What follows belongs to an exercise in optimizing a design on an open flow for small area, a short achievable clock period and few clock cycles; a production flow would make more cautious choices.
Only the layout flow was run in this run; the RTL was not checked for function there.
Power figures rest on the tool's default switching activity, not on a simulated workload.

`flow/design.v`:
```
module spe_crc16_step (
    input  wire [15:0] crc_in,
    input  wire [7:0]  data,
    output wire [15:0] crc_out
);
  function automatic [15:0] step(input [15:0] c, input [7:0] b);
    reg [15:0] x;
    integer j;
    begin
      x = c ^ {b, 8'h00};
      for (j = 0; j < 8; j = j + 1)
        x = x[15] ? ((x << 1) ^ 16'h1021) : (x << 1);
      step = x;
    end
  endfunction
  assign crc_out = step(crc_in, data);
endmodule
module spe_fixed_encoder (
    input  wire        clk,
    input  wire        rst,
    input  wire        in_v,
    input  wire [4:0]  in_fid,
    input  wire        in_raw,
    input  wire [1:0]  in_w,      
    input  wire [1:0]  in_a,      
    input  wire [63:0] in_data,
    output reg         out_v,
    output reg  [4:0]  out_fid,
    output reg  [31:0] out_res,
    output reg         out_ovf
);
  wire        sign = in_data[63];
  wire [10:0] ex   = in_data[62:52];
  wire [51:0] fr   = in_data[51:0];
  wire [59:0] m    = {7'd0, 1'b1, fr};
  reg  [59:0] opx, opy;
  always @(*) begin
    case (in_a)
      2'd0: begin opx = 60'd0;   opy = 60'd0;       end
      2'd1: begin opx = m << 2;  opy = 60'd0;       end
      2'd2: begin opx = m << 4;  opy = m << 3;      end
      default: begin opx = m << 7; opy = -(m << 2); end
    endcase
  end
  wire [59:0] prod = m + opx + opy;
  wire [11:0] t     = {1'b0, ex} + {10'd0, in_a};
  wire        is_nan = (ex == 11'h7FF) && (fr != 52'd0);
  wire        is_inf = (ex == 11'h7FF) && (fr == 52'd0);
  wire        huge   = (t > 12'd1054);
  wire        tiny   = (t < 12'd1015);
  wire [11:0] shw    = 12'd1054 - t;
  wire [5:0]  sh     = shw[5:0];
  reg  [52:0] mask;
  integer k;
  always @(*) begin
    for (k = 0; k < 53; k = k + 1)
      mask[k] = (k <= sh + 19);
  end
  wire sticky = |({1'b1, fr} & mask);
  reg        s1_v, s1_raw, s1_sign, s1_nan, s1_clamp, s1_zero, s1_sticky;
  reg [4:0]  s1_fid;
  reg [1:0]  s1_w;
  reg [5:0]  s1_sh;
  reg [39:0] s1_q;
  always @(posedge clk) begin
    if (rst) s1_v <= 1'b0;
    else     s1_v <= in_v;
    s1_fid    <= in_fid;
    s1_raw    <= in_raw;
    s1_w      <= in_w;
    s1_sign   <= sign;
    s1_nan    <= is_nan;
    s1_clamp  <= !is_nan && huge;
    s1_zero   <= tiny;
    s1_sticky <= sticky;
    s1_sh     <= sh;
    s1_q      <= in_raw ? {32'd0, in_data[7:0]} : prod[59:20];
  end
  wire [39:0] tq   = s1_q >> s1_sh;
  wire        rbit = tq[0];
  wire        hi   = |tq[39:34];
  wire        rinc = rbit & (s1_sticky | tq[1]);
  wire [33:0] r    = ({1'b0, tq[33:1]} ^ {34{s1_sign}}) + {33'd0, rinc ^ s1_sign};
  reg fits;
  reg [31:0] clampv;
  always @(*) begin
    case (s1_w)
      2'd0:    begin fits = (r[33:7]  == {27{r[33]}}); clampv = s1_sign ? 32'hFFFFFF80 : 32'h0000007F; end
      2'd1:    begin fits = (r[33:15] == {19{r[33]}}); clampv = s1_sign ? 32'hFFFF8000 : 32'h00007FFF; end
      default: begin fits = (r[33:31] == {3{r[33]}});  clampv = s1_sign ? 32'h80000000 : 32'h7FFFFFFF; end
    endcase
  end
  always @(*) begin
    out_v   = s1_v;
    out_fid = s1_fid;
    out_ovf = 1'b0;
    if (s1_raw)
      out_res = {24'd0, s1_q[7:0]};
    else if (s1_nan) begin
      out_res = 32'd0;
      out_ovf = 1'b1;
    end else if (s1_zero)
      out_res = 32'd0;
    else if (s1_clamp || hi || !fits) begin
      out_res = clampv;
      out_ovf = 1'b1;
    end else
      out_res = r[31:0];
  end
endmodule
module sim_proto_engine (
    input  wire        clk,
    input  wire        rst,         
    input  wire        rx_valid,
    input  wire [7:0]  rx_data,
    output wire        rx_ready,
    output wire        tx_valid,
    output wire [7:0]  tx_data,
    input  wire        tx_ready,
    input  wire        wr_valid,
    input  wire        wr_sel,
    input  wire [4:0]  wr_idx,
    input  wire [63:0] wr_data,
    output wire        wr_ready,
    input  wire        stop,
    output wire        halted,
    output wire [3:0]  status       
);
  reg        rx_rdy;
  reg        wr_rdy;
  reg        halt_r;
  reg        stop_seen;
  reg [3:0]  flags;
  reg        tx_v;
  reg [7:0]  tx_d;
  assign rx_ready = rx_rdy;
  assign wr_ready = wr_rdy;
  assign halted   = halt_r;
  assign status   = flags;
  assign tx_valid = tx_v;
  assign tx_data  = tx_d;
  localparam [1:0] PH_HUNT = 2'd0, PH_LEN = 2'd1, PH_BODY = 2'd2;
  reg        rxv, rxfin;
  reg [7:0]  rxd;
  reg [1:0]  phase;
  reg [7:0]  pl_rem;                
  reg [1:0]  tcnt;                  
  reg [1:0]  pidx;                  
  reg [15:0] crc;
  reg        hi_match, crc_match;
  reg        ge1, ge3, c0_04, c0_24, c1_65, c2_18, c2_nr;
  wire [15:0] crc_next;
  spe_crc16_step u_rx_crc (.crc_in(crc), .data(rxd), .crc_out(crc_next));
  wire fin_exp    = (phase == PH_BODY) && (pl_rem == 8'd0) &&
                    (rxv ? (tcnt == 2'd1) : (tcnt == 2'd2));
  wire crc_ok_now = rxv ? (hi_match && (crc[7:0] == rxd)) : crc_match;
  wire is_get     = ge1 && c0_04;
  wire is_poll    = ge3 && c0_24 && c1_65 && c2_18;
  wire is_nr      = ge3 && c0_24 && c1_65 && c2_nr;
  wire rx_fire    = rx_valid && rx_rdy;
  wire ans_now    = rx_fire && fin_exp && (rx_data == 8'h03) && crc_ok_now &&
                    (is_get || is_poll);
  always @(posedge clk) begin
    rxd <= rx_data;
    if (rst) begin
      rxv   <= 1'b0;
      rxfin <= 1'b0;
      phase <= PH_HUNT;
    end else begin
      rxv   <= rx_fire;
      rxfin <= rx_fire && fin_exp;
      if (rxv) begin
        case (phase)
          PH_HUNT: if (rxd == 8'h02) phase <= PH_LEN;
          PH_LEN: begin
            pl_rem <= rxd;
            tcnt   <= 2'd0;
            pidx   <= 2'd0;
            crc    <= 16'd0;
            ge1    <= (rxd != 8'd0);
            ge3    <= (rxd >= 8'd3);
            phase  <= PH_BODY;
          end
          default: begin
            if (pl_rem != 8'd0) begin
              pl_rem <= pl_rem - 8'd1;
              crc    <= crc_next;
              if (pidx == 2'd0) begin
                c0_04 <= (rxd == 8'h04);
                c0_24 <= (rxd == 8'h24);
              end
              if (pidx == 2'd1) c1_65 <= (rxd == 8'h65);
              if (pidx == 2'd2) begin
                c2_18 <= (rxd == 8'h18);
                c2_nr <= (rxd == 8'h1C) || (rxd == 8'h63);
              end
              if (pidx != 2'd3) pidx <= pidx + 2'd1;
            end else begin
              tcnt <= tcnt + 2'd1;
              if (tcnt == 2'd0) hi_match  <= (crc[15:8] == rxd);
              if (tcnt == 2'd1) crc_match <= hi_match && (crc[7:0] == rxd);
              if (tcnt == 2'd2) phase <= PH_HUNT;
            end
          end
        endcase
      end
    end
  end
  reg        w_v, w_sel;
  reg [4:0]  w_idx;
  reg [63:0] w_data;
  always @(posedge clk) begin
    w_v    <= !rst && wr_valid && wr_rdy;
    w_sel  <= wr_sel;
    w_idx  <= wr_idx;
    w_data <= wr_data;
  end
  reg        d_ok, d_raw;
  reg [4:0]  d_fid;
  reg [1:0]  d_w, d_a;
  always @(*) begin
    d_ok = 1'b0; d_fid = 5'd0; d_raw = 1'b1; d_w = 2'd0; d_a = 2'd0;
    case ({w_sel, w_idx})
      6'd0: begin d_ok = 1'b1; d_fid = 5'd0; d_raw = 1'b1; d_w = 2'd0; d_a = 2'd0; end
      6'd1: begin d_ok = 1'b1; d_fid = 5'd1; d_raw = 1'b0; d_w = 2'd1; d_a = 2'd1; end
      6'd2: begin d_ok = 1'b1; d_fid = 5'd2; d_raw = 1'b0; d_w = 2'd1; d_a = 2'd1; end
      6'd3: begin d_ok = 1'b1; d_fid = 5'd3; d_raw = 1'b0; d_w = 2'd2; d_a = 2'd0; end
      6'd4: begin d_ok = 1'b1; d_fid = 5'd4; d_raw = 1'b0; d_w = 2'd2; d_a = 2'd2; end
      6'd5: begin d_ok = 1'b1; d_fid = 5'd5; d_raw = 1'b0; d_w = 2'd2; d_a = 2'd0; end
      6'd6: begin d_ok = 1'b1; d_fid = 5'd6; d_raw = 1'b0; d_w = 2'd2; d_a = 2'd0; end
      6'd7: begin d_ok = 1'b1; d_fid = 5'd7; d_raw = 1'b0; d_w = 2'd1; d_a = 2'd3; end
      6'd8: begin d_ok = 1'b1; d_fid = 5'd8; d_raw = 1'b0; d_w = 2'd2; d_a = 2'd0; end
      6'd9: begin d_ok = 1'b1; d_fid = 5'd9; d_raw = 1'b0; d_w = 2'd1; d_a = 2'd1; end
      6'd10: begin d_ok = 1'b1; d_fid = 5'd10; d_raw = 1'b0; d_w = 2'd2; d_a = 2'd0; end
      6'd11: begin d_ok = 1'b1; d_fid = 5'd11; d_raw = 1'b0; d_w = 2'd2; d_a = 2'd0; end
      6'd12: begin d_ok = 1'b1; d_fid = 5'd12; d_raw = 1'b0; d_w = 2'd2; d_a = 2'd0; end
      6'd13: begin d_ok = 1'b1; d_fid = 5'd13; d_raw = 1'b0; d_w = 2'd2; d_a = 2'd0; end
      6'd14: begin d_ok = 1'b1; d_fid = 5'd14; d_raw = 1'b0; d_w = 2'd2; d_a = 2'd0; end
      6'd15: begin d_ok = 1'b1; d_fid = 5'd15; d_raw = 1'b0; d_w = 2'd2; d_a = 2'd0; end
      6'd32: begin d_ok = 1'b1; d_fid = 5'd16; d_raw = 1'b1; d_w = 2'd0; d_a = 2'd0; end
      6'd33: begin d_ok = 1'b1; d_fid = 5'd17; d_raw = 1'b1; d_w = 2'd0; d_a = 2'd0; end
      6'd34: begin d_ok = 1'b1; d_fid = 5'd18; d_raw = 1'b1; d_w = 2'd0; d_a = 2'd0; end
      6'd35: begin d_ok = 1'b1; d_fid = 5'd19; d_raw = 1'b1; d_w = 2'd0; d_a = 2'd0; end
      6'd36: begin d_ok = 1'b1; d_fid = 5'd20; d_raw = 1'b1; d_w = 2'd0; d_a = 2'd0; end
      6'd37: begin d_ok = 1'b1; d_fid = 5'd21; d_raw = 1'b0; d_w = 2'd0; d_a = 2'd2; end
      6'd38: begin d_ok = 1'b1; d_fid = 5'd22; d_raw = 1'b0; d_w = 2'd1; d_a = 2'd1; end
      6'd39: begin d_ok = 1'b1; d_fid = 5'd23; d_raw = 1'b0; d_w = 2'd1; d_a = 2'd2; end
      6'd40: begin d_ok = 1'b1; d_fid = 5'd24; d_raw = 1'b0; d_w = 2'd1; d_a = 2'd1; end
      6'd41: begin d_ok = 1'b1; d_fid = 5'd25; d_raw = 1'b1; d_w = 2'd0; d_a = 2'd0; end
      6'd42: begin d_ok = 1'b1; d_fid = 5'd26; d_raw = 1'b1; d_w = 2'd0; d_a = 2'd0; end
      6'd43: begin d_ok = 1'b1; d_fid = 5'd27; d_raw = 1'b1; d_w = 2'd0; d_a = 2'd0; end
      default: ;
    endcase
  end
  wire        e_v, e_ovf;
  wire [4:0]  e_fid;
  wire [31:0] e_res;
  spe_fixed_encoder u_enc (
      .clk(clk), .rst(rst),
      .in_v(w_v && d_ok), .in_fid(d_fid), .in_raw(d_raw), .in_w(d_w), .in_a(d_a),
      .in_data(w_data),
      .out_v(e_v), .out_fid(e_fid), .out_res(e_res), .out_ovf(e_ovf));
  reg [7:0] f0;
  reg        v0;
  reg [15:0] f1;
  reg        v1;
  reg        o1;
  reg [15:0] f2;
  reg        v2;
  reg        o2;
  reg [31:0] f3;
  reg        v3;
  reg        o3;
  reg [31:0] f4;
  reg        v4;
  reg        o4;
  reg [31:0] f5;
  reg        v5;
  reg        o5;
  reg [31:0] f6;
  reg        v6;
  reg        o6;
  reg [15:0] f7;
  reg        v7;
  reg        o7;
  reg [31:0] f8;
  reg        v8;
  reg        o8;
  reg [15:0] f9;
  reg        v9;
  reg        o9;
  reg [31:0] f10;
  reg        v10;
  reg        o10;
  reg [31:0] f11;
  reg        v11;
  reg        o11;
  reg [31:0] f12;
  reg        v12;
  reg        o12;
  reg [31:0] f13;
  reg        v13;
  reg        o13;
  reg [31:0] f14;
  reg        v14;
  reg        o14;
  reg [31:0] f15;
  reg        v15;
  reg        o15;
  reg [7:0] f16;
  reg        v16;
  reg [7:0] f17;
  reg        v17;
  reg [7:0] f18;
  reg        v18;
  reg [7:0] f19;
  reg        v19;
  reg [7:0] f20;
  reg        v20;
  reg [7:0] f21;
  reg        v21;
  reg        o21;
  reg [15:0] f22;
  reg        v22;
  reg        o22;
  reg [15:0] f23;
  reg        v23;
  reg        o23;
  reg [15:0] f24;
  reg        v24;
  reg        o24;
  reg [7:0] f25;
  reg        v25;
  reg [7:0] f26;
  reg        v26;
  reg [7:0] f27;
  reg        v27;
  always @(posedge clk) begin
    if (e_v && e_fid == 5'd0) f0 <= e_res[7:0];
    if (e_v && e_fid == 5'd1) f1 <= e_res[15:0];
    if (e_v && e_fid == 5'd2) f2 <= e_res[15:0];
    if (e_v && e_fid == 5'd3) f3 <= e_res[31:0];
    if (e_v && e_fid == 5'd4) f4 <= e_res[31:0];
    if (e_v && e_fid == 5'd5) f5 <= e_res[31:0];
    if (e_v && e_fid == 5'd6) f6 <= e_res[31:0];
    if (e_v && e_fid == 5'd7) f7 <= e_res[15:0];
    if (e_v && e_fid == 5'd8) f8 <= e_res[31:0];
    if (e_v && e_fid == 5'd9) f9 <= e_res[15:0];
    if (e_v && e_fid == 5'd10) f10 <= e_res[31:0];
    if (e_v && e_fid == 5'd11) f11 <= e_res[31:0];
    if (e_v && e_fid == 5'd12) f12 <= e_res[31:0];
    if (e_v && e_fid == 5'd13) f13 <= e_res[31:0];
    if (e_v && e_fid == 5'd14) f14 <= e_res[31:0];
    if (e_v && e_fid == 5'd15) f15 <= e_res[31:0];
    if (e_v && e_fid == 5'd16) f16 <= e_res[7:0];
    if (e_v && e_fid == 5'd17) f17 <= e_res[7:0];
    if (e_v && e_fid == 5'd18) f18 <= e_res[7:0];
    if (e_v && e_fid == 5'd19) f19 <= e_res[7:0];
    if (e_v && e_fid == 5'd20) f20 <= e_res[7:0];
    if (e_v && e_fid == 5'd21) f21 <= e_res[7:0];
    if (e_v && e_fid == 5'd22) f22 <= e_res[15:0];
    if (e_v && e_fid == 5'd23) f23 <= e_res[15:0];
    if (e_v && e_fid == 5'd24) f24 <= e_res[15:0];
    if (e_v && e_fid == 5'd25) f25 <= e_res[7:0];
    if (e_v && e_fid == 5'd26) f26 <= e_res[7:0];
    if (e_v && e_fid == 5'd27) f27 <= e_res[7:0];
  end
  always @(posedge clk) begin
    if (rst) begin
      v0 <= 1'b0;
      v1 <= 1'b0; o1 <= 1'b0;
      v2 <= 1'b0; o2 <= 1'b0;
      v3 <= 1'b0; o3 <= 1'b0;
      v4 <= 1'b0; o4 <= 1'b0;
      v5 <= 1'b0; o5 <= 1'b0;
      v6 <= 1'b0; o6 <= 1'b0;
      v7 <= 1'b0; o7 <= 1'b0;
      v8 <= 1'b0; o8 <= 1'b0;
      v9 <= 1'b0; o9 <= 1'b0;
      v10 <= 1'b0; o10 <= 1'b0;
      v11 <= 1'b0; o11 <= 1'b0;
      v12 <= 1'b0; o12 <= 1'b0;
      v13 <= 1'b0; o13 <= 1'b0;
      v14 <= 1'b0; o14 <= 1'b0;
      v15 <= 1'b0; o15 <= 1'b0;
      v16 <= 1'b0;
      v17 <= 1'b0;
      v18 <= 1'b0;
      v19 <= 1'b0;
      v20 <= 1'b0;
      v21 <= 1'b0; o21 <= 1'b0;
      v22 <= 1'b0; o22 <= 1'b0;
      v23 <= 1'b0; o23 <= 1'b0;
      v24 <= 1'b0; o24 <= 1'b0;
      v25 <= 1'b0;
      v26 <= 1'b0;
      v27 <= 1'b0;
    end else begin
      if (e_v && e_fid == 5'd0) begin v0 <= 1'b1; end
      if (e_v && e_fid == 5'd1) begin v1 <= 1'b1; o1 <= e_ovf; end
      if (e_v && e_fid == 5'd2) begin v2 <= 1'b1; o2 <= e_ovf; end
      if (e_v && e_fid == 5'd3) begin v3 <= 1'b1; o3 <= e_ovf; end
      if (e_v && e_fid == 5'd4) begin v4 <= 1'b1; o4 <= e_ovf; end
      if (e_v && e_fid == 5'd5) begin v5 <= 1'b1; o5 <= e_ovf; end
      if (e_v && e_fid == 5'd6) begin v6 <= 1'b1; o6 <= e_ovf; end
      if (e_v && e_fid == 5'd7) begin v7 <= 1'b1; o7 <= e_ovf; end
      if (e_v && e_fid == 5'd8) begin v8 <= 1'b1; o8 <= e_ovf; end
      if (e_v && e_fid == 5'd9) begin v9 <= 1'b1; o9 <= e_ovf; end
      if (e_v && e_fid == 5'd10) begin v10 <= 1'b1; o10 <= e_ovf; end
      if (e_v && e_fid == 5'd11) begin v11 <= 1'b1; o11 <= e_ovf; end
      if (e_v && e_fid == 5'd12) begin v12 <= 1'b1; o12 <= e_ovf; end
      if (e_v && e_fid == 5'd13) begin v13 <= 1'b1; o13 <= e_ovf; end
      if (e_v && e_fid == 5'd14) begin v14 <= 1'b1; o14 <= e_ovf; end
      if (e_v && e_fid == 5'd15) begin v15 <= 1'b1; o15 <= e_ovf; end
      if (e_v && e_fid == 5'd16) begin v16 <= 1'b1; end
      if (e_v && e_fid == 5'd17) begin v17 <= 1'b1; end
      if (e_v && e_fid == 5'd18) begin v18 <= 1'b1; end
      if (e_v && e_fid == 5'd19) begin v19 <= 1'b1; end
      if (e_v && e_fid == 5'd20) begin v20 <= 1'b1; end
      if (e_v && e_fid == 5'd21) begin v21 <= 1'b1; o21 <= e_ovf; end
      if (e_v && e_fid == 5'd22) begin v22 <= 1'b1; o22 <= e_ovf; end
      if (e_v && e_fid == 5'd23) begin v23 <= 1'b1; o23 <= e_ovf; end
      if (e_v && e_fid == 5'd24) begin v24 <= 1'b1; o24 <= e_ovf; end
      if (e_v && e_fid == 5'd25) begin v25 <= 1'b1; end
      if (e_v && e_fid == 5'd26) begin v26 <= 1'b1; end
      if (e_v && e_fid == 5'd27) begin v27 <= 1'b1; end
    end
  end
  reg        rec;                   
  reg [5:0]  nidx;                  
  reg        tx_end;                
  reg [15:0] tx_crc;
  reg [8:0]  pb;                    
  reg        k_pl, k_ch, k_cl, k_end;
  always @(*) begin
    pb = 9'd0; k_pl = 1'b0; k_ch = 1'b0; k_cl = 1'b0; k_end = 1'b0;
    case ({rec, nidx})
      7'd1:  pb = {1'b1, 8'h36};
      7'd65: pb = {1'b1, 8'h0F};
      7'd56, 7'd81: k_ch = 1'b1;
      7'd57, 7'd82: k_cl = 1'b1;
      7'd58, 7'd83: k_end = 1'b1;
      default: ;
    endcase
    case ({rec, nidx})
      7'd2: pb = {v0, f0[7:0]};
      7'd55: pb = {v0, f0[7:0]};
      7'd3: pb = {v1, f1[15:8]};
      7'd4: pb = {v1, f1[7:0]};
      7'd5: pb = {v2, f2[15:8]};
      7'd6: pb = {v2, f2[7:0]};
      7'd7: pb = {v3, f3[31:24]};
      7'd8: pb = {v3, f3[23:16]};
      7'd9: pb = {v3, f3[15:8]};
      7'd10: pb = {v3, f3[7:0]};
      7'd11: pb = {v4, f4[31:24]};
      7'd12: pb = {v4, f4[23:16]};
      7'd13: pb = {v4, f4[15:8]};
      7'd14: pb = {v4, f4[7:0]};
      7'd15: pb = {v5, f5[31:24]};
      7'd16: pb = {v5, f5[23:16]};
      7'd17: pb = {v5, f5[15:8]};
      7'd18: pb = {v5, f5[7:0]};
      7'd19: pb = {v6, f6[31:24]};
      7'd20: pb = {v6, f6[23:16]};
      7'd21: pb = {v6, f6[15:8]};
      7'd22: pb = {v6, f6[7:0]};
      7'd23: pb = {v7, f7[15:8]};
      7'd24: pb = {v7, f7[7:0]};
      7'd25: pb = {v8, f8[31:24]};
      7'd26: pb = {v8, f8[23:16]};
      7'd27: pb = {v8, f8[15:8]};
      7'd28: pb = {v8, f8[7:0]};
      7'd29: pb = {v9, f9[15:8]};
      7'd30: pb = {v9, f9[7:0]};
      7'd31: pb = {v10, f10[31:24]};
      7'd32: pb = {v10, f10[23:16]};
      7'd33: pb = {v10, f10[15:8]};
      7'd34: pb = {v10, f10[7:0]};
      7'd35: pb = {v11, f11[31:24]};
      7'd36: pb = {v11, f11[23:16]};
      7'd37: pb = {v11, f11[15:8]};
      7'd38: pb = {v11, f11[7:0]};
      7'd39: pb = {v12, f12[31:24]};
      7'd40: pb = {v12, f12[23:16]};
      7'd41: pb = {v12, f12[15:8]};
      7'd42: pb = {v12, f12[7:0]};
      7'd43: pb = {v13, f13[31:24]};
      7'd44: pb = {v13, f13[23:16]};
      7'd45: pb = {v13, f13[15:8]};
      7'd46: pb = {v13, f13[7:0]};
      7'd47: pb = {v14, f14[31:24]};
      7'd48: pb = {v14, f14[23:16]};
      7'd49: pb = {v14, f14[15:8]};
      7'd50: pb = {v14, f14[7:0]};
      7'd51: pb = {v15, f15[31:24]};
      7'd52: pb = {v15, f15[23:16]};
      7'd53: pb = {v15, f15[15:8]};
      7'd54: pb = {v15, f15[7:0]};
      7'd66: pb = {v16, f16[7:0]};
      7'd67: pb = {v17, f17[7:0]};
      7'd68: pb = {v18, f18[7:0]};
      7'd69: pb = {v19, f19[7:0]};
      7'd70: pb = {v20, f20[7:0]};
      7'd71: pb = {v21, f21[7:0]};
      7'd72: pb = {v22, f22[15:8]};
      7'd73: pb = {v22, f22[7:0]};
      7'd74: pb = {v23, f23[15:8]};
      7'd75: pb = {v23, f23[7:0]};
      7'd76: pb = {v24, f24[15:8]};
      7'd77: pb = {v24, f24[7:0]};
      7'd78: pb = {v25, f25[7:0]};
      7'd79: pb = {v26, f26[7:0]};
      7'd80: pb = {v27, f27[7:0]};
      default: ;
    endcase
    k_pl = !rec ? (nidx >= 6'd2 && nidx <= 6'd55) : (nidx >= 6'd2 && nidx <= 6'd16);
  end
  wire [7:0] nbyte = k_ch ? tx_crc[15:8] : k_cl ? tx_crc[7:0] : k_end ? 8'h03 :
                     (pb[8] ? pb[7:0] : 8'h00);
  wire [15:0] tx_crc_next;
  spe_crc16_step u_tx_crc (.crc_in(tx_crc), .data(nbyte), .crc_out(tx_crc_next));
  wire ovf_any = rec ? (o21 | o22 | o23 | o24) : (o1 | o2 | o3 | o4 | o5 | o6 | o7 | o8 | o9 | o10 | o11 | o12 | o13 | o14 | o15);
  always @(posedge clk) begin
    if (rst) begin
      tx_v      <= 1'b0;
      rx_rdy    <= 1'b1;
      wr_rdy    <= 1'b1;
      halt_r    <= 1'b0;
      stop_seen <= 1'b0;
      flags     <= 4'd0;
    end else begin
      stop_seen <= stop_seen | stop;
      if (rxv && rxfin) begin
        if (rxd != 8'h03)                       flags[0] <= 1'b1;
        else if (!crc_match)                    flags[1] <= 1'b1;
        else if (!is_get && !is_poll && !is_nr) flags[3] <= 1'b1;
      end
      if (!tx_v) begin
        tx_v <= ans_now;
      end else if (tx_ready) begin
        if (tx_end) tx_v <= 1'b0;
        if (k_end && ovf_any) flags[2] <= 1'b1;
      end
      wr_rdy <= tx_v ? (tx_ready && tx_end) : !ans_now;
      if (rx_rdy) rx_rdy <= !(rx_valid && fin_exp);
      else        rx_rdy <= !stop_seen && (tx_v ? (tx_ready && tx_end) : 1'b1);
      if (stop_seen && !rx_rdy && !tx_v && !rxv) halt_r <= 1'b1;
    end
  end
  always @(posedge clk) begin
    if (!tx_v) begin
      tx_d   <= 8'h02;
      nidx   <= 6'd1;
      tx_crc <= 16'd0;
      tx_end <= 1'b0;
      rec    <= !is_get;
    end else if (tx_ready) begin
      tx_d   <= nbyte;
      nidx   <= nidx + 6'd1;
      tx_end <= k_end;
      if (k_pl) tx_crc <= tx_crc_next;
    end
  end
endmodule
```
`flow/run.sh`:
```
#!/bin/bash
# synth_recipe.tcl (not shown) runs the flow's synth.tcl, then flattens the netlist and writes it again
# the make line also repeats each setting of config.mk as NAME=value (left out here)
make -C /OpenROAD-flow-scripts/flow DESIGN_CONFIG=/design/flow/config.mk WORK_HOME=/design/flow/orfs CLKGATE_MAP_FILE= SYNTH_SCRIPT=/design/flow/synth_recipe.tcl finish
```
`flow/config.mk`:
```
export PLATFORM = sky130hd
export DESIGN_NAME = sim_proto_engine
export DESIGN_NICKNAME = sim_proto_engine
export VERILOG_FILES = /design/flow/design.v
export SDC_FILE = /design/flow/constraint.sdc
export NUM_CORES = 4
export LEC_CHECK = 0
export CAP_MARGIN = 20
export CORE_MARGIN = 2
export CORE_UTILIZATION = 30
export SLEW_MARGIN = 20
```
`flow/constraint.sdc`:
```
create_clock -name core_clock -period 25.0 [get_ports {clk}]
set_input_delay 5.0000 -clock core_clock [delete_from_list [all_inputs] [get_ports {clk}]]
set_output_delay 5.0000 -clock core_clock [all_outputs]
set_load 0.01 [all_outputs]
```
==> impl_metrics.ini <==
[outcome]
outcome = timing/DRC/antenna clean

[setup_path]
slowest_stage = dfxtp_4
crit_type = reg2reg
critPathCaptureType = flop
crit_arrival_ps = 8190
max_stage_delay_ps = 1050
crit_path_cell_trace = mux2_1, mux4_2, mux2i_1, nor2_1, nor2_1, nor2_1, a21oi_1, a21oi_1, xnor2_1, ha_1, nand2_1, o32a_1, nor4_2, and4_1, o211ai_1, or4_1, a22o_1, o311a_1, o21ai_4, o21ai_1
crit_top_cell = nor2_1
critPathMaxFanout = 75
timing.critical_path.from = u_enc.s1_sh[0]
r2r_start = u_enc.s1_sh[0]
required_ps = 25270
crit_buf_inv = 0
ff2ff_path_depth = 20
cp_top_family = compound AO/OA/AOI/OAI gates
cp-start-kind = flop
r2r_slack_ps = 17080
rr_endpoint = f3[28]

[placement]
place_hpwl_mm = 96.8
placed_area_um2 = 45800
port_buffers = 99
gp_congestion = 0.900

[layout]
area_delta_synth_final_pct = 15.0
nets = 4261
fillers = 13800
final_area_um2 = 48700
drive_gt1_frac = 0.0928

[worst_hold_path]
whs_endpoint = u_enc.s1_fid[3]
whs_path_depth = 0
worst_hold_path_type = reg2reg
hp-start = u_enc.in_fid[3]

[synth]
synthesis.nets = 4181
syn_avg_cell_area_um2 = 10.7
ys_seq_area_frac = 0.524
ys_warn_count = 3
synth_cell_type_count = 100
synth_edf_count = 582
ys_ff_latch = 817
synthArstFlopShare = 0
synthCells = 3955
synth-main-ff-cell = edfxtp_1
syn_area_um2 = 42300

[drt]
drt_iter0_markers = 4598
post-route-drc-count = 0
num_vias = 33600
wirelength_mm = 146
wl_per_cell_um = 24.4
vias_per_cell = 5.62
dr.pass1.iters = 6
ant_nets = 0

[floorplan]
pin_count = 100
rows = 137
die_area_um2 = 144000
core_um2 = 140000
chipHeight_um = 379
initial_utilization = 0.303
fp.dieW_um = 379

[global_routing]
grt_use_total = 0.198
grt_max_degree = 107
antenna_found_initial = 2
grt_pass1_wl_mm = 213
overflow = 0
first_global_vias = 31900

[clock_network]
clk_path_buf_depth = 3
post_cts.repair.setup_buffers = 0
insertion_delay_ps = 690
clk_pin_slew_ps = 70
cts_resized = 0
cts_tree = yes
cts_hold_buf = 0
htree_levels = 3
clkSinkCount = 817
cts-root-buf = clkbuf_16
cts_buffers = 83

[sta]
slew_headroom = 0.190
finalSetupTns_ps = 0
final_max_slew_viol_count = 0
finalSetupViolCount = 0
clock_skew_ps = 44.1
period_minus_slack_ps = 7920
hold_viol_final = 0
rsz0062_at_grt = false
worstMarginPinSlew_ps = 1210
fin_crit_sh = 0.317
max_freq_ghz = 0.126

[power]
power.density_nw_per_um2 = 66.6
p_leak_nw = 17.2
vdd_drop_max_mv = 0.0542

[job]
cap_violations = 0
Yosys cell counts (60+ instances only):
| library cell | number | area (µm²) |
|---|---|---|
| inv_1 | 196 | 736 |
| nand2_1 | 373 | 1400 |
| nand4_1 | 65 | 407 |
| edfxtp_1 | 582 | 17500 |
| mux2i_1 | 88 | 881 |
| nand3_1 | 74 | 370 |
| a21o_1 | 60 | 450 |
| dfxtp_1 | 235 | 4700 |
| a22oi_1 | 269 | 2020 |
| a21oi_1 | 126 | 631 |
| clkbuf_1 | 168 | 631 |
| nor3_1 | 121 | 606 |
| xnor2_1 | 105 | 920 |
| ha_1 | 92 | 1150 |
| o21ai_0 | 164 | 821 |
| nor2_1 | 376 | 1410 |
cell usage in the layout, fill, tap and decap left out, drive strengths merged, types with 36 or more instances in the layout:
master           n
a21o            60
a21oi          126
a22o            40
a22oi          269
and3            36
buf            110
clkbuf         101
clkdlybuf4s50   98
dfxtp          235
edfxtp         582
fa              50
ha              92
inv            202
mux2i           89
nand2          373
nand3           75
nand4           65
nor2           376
nor3           121
nor4            52
o21ai          180
xnor2          105
xor2            55
sequential cells by signal (all words and copies together), names as in the netlist, 32 cells and up:
name and cells:
w_data 64, u_enc.s1_q 40, f10 32, f11 32, f12 32, f13 32
f14 32, f15 32, f3 32, f4 32, f5 32, f6 32
f8 32
stage by stage:
step	total power [W]	setup WS (ps)	utilization	instances	hold slack, ps
3_3_place_gp	0.00197	17040	0.328	5824	312
4_1_cts	0.00325	16920	0.348	5981	327
3_5_place_dp	0.00197	16940	0.328	5826	314
6_report	0.00324	17080	0.348	5984	325
5_1_grt	0.00335	16650	0.348	5981	329
2_1_floorplan	0.00183	18000	-	3955	310
layer usage:
metal  global-route usage  wire, µm
met5                    0        13
met4               0.0800      6360
met3               0.0429     15900
met2                0.303     63800
met1                0.272     59800
cell families after synthesis:
group | synth area share
compound gates | 0.162
fa+ha+maj | 0.0511
simple gates | 0.148
flops | 0.524
mux | 0.0435
buf+inv | 0.0383
xor+xnor | 0.0331
worst max-delay path by stage:
stage | endpoint | slack [ps] | cells after the start
final | f3[28] | 17080 | 20
after global routing | f0[3] | 16650 | 20
after CTS | f0[2] | 16920 | 20
after detailed placement | f21[2] | 16940 | 20
after global placement | f21[2] | 17040 | 20
after floorplan | crc[0] | 18000 | 4
cell type report:
type	instances	area (µm²)	share of cell area
sequential	817	22200	0.456
tap	1876	2350	0.0482
clock buffer	101	2220	0.0455
antenna	3	7.51	0.000154
clock inverter	54	611	0.0125
multi-input combinational	2726	18700	0.385
inverter	199	747	0.0154
timing repair buffer	208	1810	0.0372
power by group:
part	switching, W	internal (W)
Combinational	0.000279	0.000158
Clock	0.000563	0.000725
Sequential	0.0000374	0.00148
Total	0.000880	0.00236

## afterwards: timing with drivers on the ports
Ports are ideal in the flow. The routed layout listed here was re-timed in OpenROAD.
Step 1 assumes that a clkbuf_16 drives the clock port and a buf_2 every other input.
Step 2 moves the port delays by t, midway between the first and last clock arrival at a register: inputs arrive t later, outputs are due t later. That takes back most of the time a late clock gives input paths.
Three values: ideal ports, drivers, drivers and shift; two values: the first two.
shift t [ns]: 0.751
slack for setup (ns): 17.083 / 17.083 / 17.083
worst hold slack (ns): 0.325 / 0.325 / 0.325
pins driven straight from the clock port: 1
After both steps setup and hold are still met in this run. For this run, drivers alone change the setup slack by 0.000 ns; drivers and shift together by 0.000 ns.
